What follows belongs to an exercise in optimizing a design on an open flow for small area, a short achievable clock period and few clock cycles; a production flow would make more cautious choices. Only simulation tests tie the RTL to the original design; equivalence was not proved. Power is estimated from default activity; no workload was simulated.

Setup of build 36:
// autd3_cpu
module autd3_cpu (
    input  wire        clk,
    input  wire        rst,
    input  wire        frame_valid,
    input  wire        tick_valid,
    output wire        evt_ready,
    output reg  [6:0]  hdr_addr,
    input  wire [7:0]  hdr_data,
    output reg  [7:0]  bulk_addr,
    input  wire [15:0] bulk_data,
    output reg         bus_valid,
    output reg         bus_we,
    output reg  [2:0]  bus_bank,
    output reg  [13:0] bus_addr,
    output reg  [15:0] bus_wdata,
    input  wire        bus_ready,
    input  wire [15:0] bus_rdata,
    input  wire [63:0] dc_now,
    input  wire [63:0] dc_next_start,
    input  wire [63:0] dc_period,
    output reg  [15:0] tx_ack
);
Size in the first run: ~300 I/O pins, roughly 18000 µm² of cells after synthesis.
Settings: LEC_CHECK=0, CAP_MARGIN=20, CORE_MARGIN=2, CORE_UTILIZATION=55, CTS_BUF_LIST=sky130_fd_sc_hd__clkbuf_8, CTS_CLUSTER_SIZE=25, PLACE_DENSITY=0.65, SETUP_SLACK_MARGIN=5, SLEW_MARGIN=20; clock period 9.0 ns.
standard.sh (not shown) runs the stock make flow with config.mk's settings and CLKGATE_MAP_FILE= SYNTH_SCRIPT=/design/flow/synth_recipe.tcl, a recipe that flattens the netlist after the stock synthesis.
==> flow/flow/run.sh <==
#!/bin/bash
# Standard layout, with the port buffers made from sky130_fd_sc_hd__buf_1
# instead of the delay cell buffer_ports picks by default, and timing repair
# aiming at a setup slack of 5.8 ns.
set -euo pipefail
bash standard.sh "BUFFER_PORTS_ARGS=-buffer_cell sky130_fd_sc_hd__buf_1" SETUP_SLACK_MARGIN=5.8 finish > standard_flow.log 2>&1
Testbench counts of build 36, summed over its fixed seeds: cycles 64,513.
Modified inputs, build 27 compared to build 36
Settings: changing PLACE_DENSITY from 0.65 to 0.7.
==> flow/flow/run.sh <==
#!/bin/bash
# Standard layout, with the port buffers made from sky130_fd_sc_hd__buf_1
# instead of the delay cell buffer_ports picks by default, and timing repair
# aiming at a setup slack of 5.85 ns.
set -euo pipefail
bash standard.sh "BUFFER_PORTS_ARGS=-buffer_cell sky130_fd_sc_hd__buf_1" SETUP_SLACK_MARGIN=5.85 finish > standard_flow.log 2>&1
[summary]
- Build 27 finished all stages; layout check result: FAIL, due to max-capacitance violations, max-slew violations.
- Build 36 has a lower leakage component of the power than build 27.
- The post-route cell area reported for build 27 is greater than that of build 36 by 1.2%.
- Max max-capacitance violation count across build 36 and build 27: build 27
- Build 27 vs. build 36: wire length fell about 1.5%, post-layout minimum cycle time rose 0.0059 ns.
--- input diff build 27..build 16 ---
Settings: CTS_CLUSTER_SIZE now 32, was 25.
==> flow/flow/run.sh <==
#!/bin/bash
# Standard layout, with the port buffers made from sky130_fd_sc_hd__buf_1
# instead of the delay cell buffer_ports picks by default, and timing repair
# aiming at a setup slack of 5.8 ns.
set -euo pipefail
bash standard.sh "BUFFER_PORTS_ARGS=-buffer_cell sky130_fd_sc_hd__buf_1" SETUP_SLACK_MARGIN=5.8 finish > standard_flow.log 2>&1
==> comparison <==
Every stage of the flow completed for build 16, and the final layout passed the timing, design-rule and antenna checks. What the final checks of build 27 revealed, after a flow that finished every stage, was a layout that fails on max-capacitance violations, max-slew violations. Build 27 ended up with in2reg as its worst setup path category; build 16 ended up with reg2reg. Compared with build 27, total wirelength of the detailed-routed design in build 16 decreased by a few percent. Compared with build 27, in build 16 worst IR drop on VDD rose by 18%; share of final layout cell area taken by clock buffers and inverters closely matched the old numbers; met3 demand-to-capacity share in global routing fell 0.90 points; global-route total usage across every layer shrank by 0.28 points.
Inputs modified between build 16 and build 91:
Settings: CTS_CLUSTER_SIZE changed from 32 to 25; PLACE_DENSITY changed from 0.7 to 0.75.
--- outcome ---
Build 91: PASS, flow complete, no timing, DRC or antenna violations. Compared with build 16, build 91 shows maximum frequency from static timing analysis lower by 2.4%. Build 91 has clock tree buffer count of the final layout below what build 16 had. Build 91 against build 16: internal power saw an increase, critical path data required time saw a decrease. In the metrics for build 91 and build 16, the one carrying the lower time the worst path needs with I/O delays and setup is build 16.
Relative to build 91, the following input files were edited for build 42:
Settings: PLACE_DENSITY: 0.75 -> 0.7.
[summary]
Compared with build 91, build 42 shows a lower wire length. The final layout net count on build 91 is in line with that on build 42. Worst-case clock skew, build 42 and build 91: smaller value in build 91. Build 42 vs. build 91: worst reg-to-reg path cell count went up by 1. Compared build 42 against build 91; overall die area within noise. The higher minimum setup slack in the final design came out of build 42. Build 42 ends up with lower fraction of layout instances using a drive strength above 1 than build 91 does. Status: total global-route track usage parity (build 91, build 42). For the total power, build 42 came in 2.4% lower than build 91 did. Non-clock buffer count delta (build 42 -> build 91): insignificant. Fmax (build 42 vs. build 91) increases by a few percent.
[inputs] build 88 vs build 42
==> flow/flow/run.sh <==
#!/bin/bash
# Standard layout, with the port buffers made from sky130_fd_sc_hd__buf_1
# instead of the delay cell buffer_ports picks by default, and timing repair
# aiming at a setup slack of 5.75 ns.
set -euo pipefail
bash standard.sh "BUFFER_PORTS_ARGS=-buffer_cell sky130_fd_sc_hd__buf_1" SETUP_SLACK_MARGIN=5.75 finish > standard_flow.log 2>&1
[summary]
Looking at routed wire length across both flows, build 88 is the weaker of the two, with build 42 ahead. From build 42 to build 88 the numbers moved as follows: final critical delay including setup and external delays held, post-route cell area held, first-pass GRT wire length held, switching power total went up 0.73%, clock-buffer cell count went down about 4.4%. Build 88 against build 42: sequential share of cell area barely changed; clock network power share dropped 1.3 points; die span in x barely changed; final non-filler cell total barely changed.

---

autd3_cpu, a different RTL version from the one above (not shown whole).
Size: roughly 2000 cells after synthesis, ~350 flip-flops, ~300 I/O pins.
clock: 9.0 ns
lec_check: 0
cap_margin: 20
core_margin: 2
core_utilization: 55
cts_buf_list: sky130_fd_sc_hd__clkbuf_8
cts_cluster_size: 25
place_density: 0.7
setup_slack_margin: 5
slew_margin: 20
==> flow/flow/run.sh <==
#!/bin/bash
# Standard layout, with the port buffers made from sky130_fd_sc_hd__buf_1
# instead of the delay cell buffer_ports picks by default, and timing repair
# aiming at a setup slack of 5.9 ns.
set -euo pipefail
bash standard.sh "BUFFER_PORTS_ARGS=-buffer_cell sky130_fd_sc_hd__buf_1" SETUP_SLACK_MARGIN=5.9 finish > standard_flow.log 2>&1
Testbench counts at the start, summed over its fixed seeds: cycles 64,577.
Rerun with:
==> flow/flow/run.sh (replaced) <==
#!/bin/bash
# Standard layout, with the port buffers made from sky130_fd_sc_hd__buf_1
# instead of the delay cell buffer_ports picks by default, and timing repair
# aiming at a setup slack of 5.8 ns.
set -euo pipefail
bash standard.sh "BUFFER_PORTS_ARGS=-buffer_cell sky130_fd_sc_hd__buf_1" SETUP_SLACK_MARGIN=5.8 finish > standard_flow.log 2>&1
Via count fell by about 2.1%.
Hold slack stays flat.
Design area fell by 1.9%.
Utilization fell by 1.3 points.

==> what the ideal ports hide <==
No port has a modelled driver above. Below, the same layouts with a new extraction and two added sets of constraints.
Step 1 sets driving cells, clkbuf_16 on the clock port and buf_2 on the other inputs (assumed; they add their load-dependent delay and slew).
Step 2 times the ports against the registers' clock, not the clock port: input delays grow and output delays shrink by t, the midpoint of the rising clock arrivals with the driver on.
Slacks: ideal ports / drivers / drivers and shift; pairs: ideal ports / drivers.
run | t, ns | slack for setup (ns) | clock arrival spread, ns
build 36 | 0.709 | 5.733 / 5.733 / 5.073 | 0.052 / 0.052
build 27 | 0.677 | 5.727 / 5.743 / 5.066 | 0.040 / 0.040
build 16 | 0.695 | 5.737 / 5.737 / 5.166 | 0.059 / 0.058
build 91 | 0.670 | 5.656 / 5.656 / 5.100 | 0.052 / 0.051
build 42 | 0.695 | 5.737 / 5.737 / 5.166 | 0.059 / 0.058
build 88 | 0.656 | 5.739 / 5.720 / 5.122 | 0.039 / 0.040
the first run of note 2 | 0.684 | 5.713 / 5.713 / 5.153 | 0.033 / 0.032
the second run of note 2 | 0.681 | 5.728 / 5.728 / 5.108 | 0.028 / 0.028
The setup slack of build 27, which loses most, moves by +0.016 ns with the drivers and by -0.661 ns with both steps.
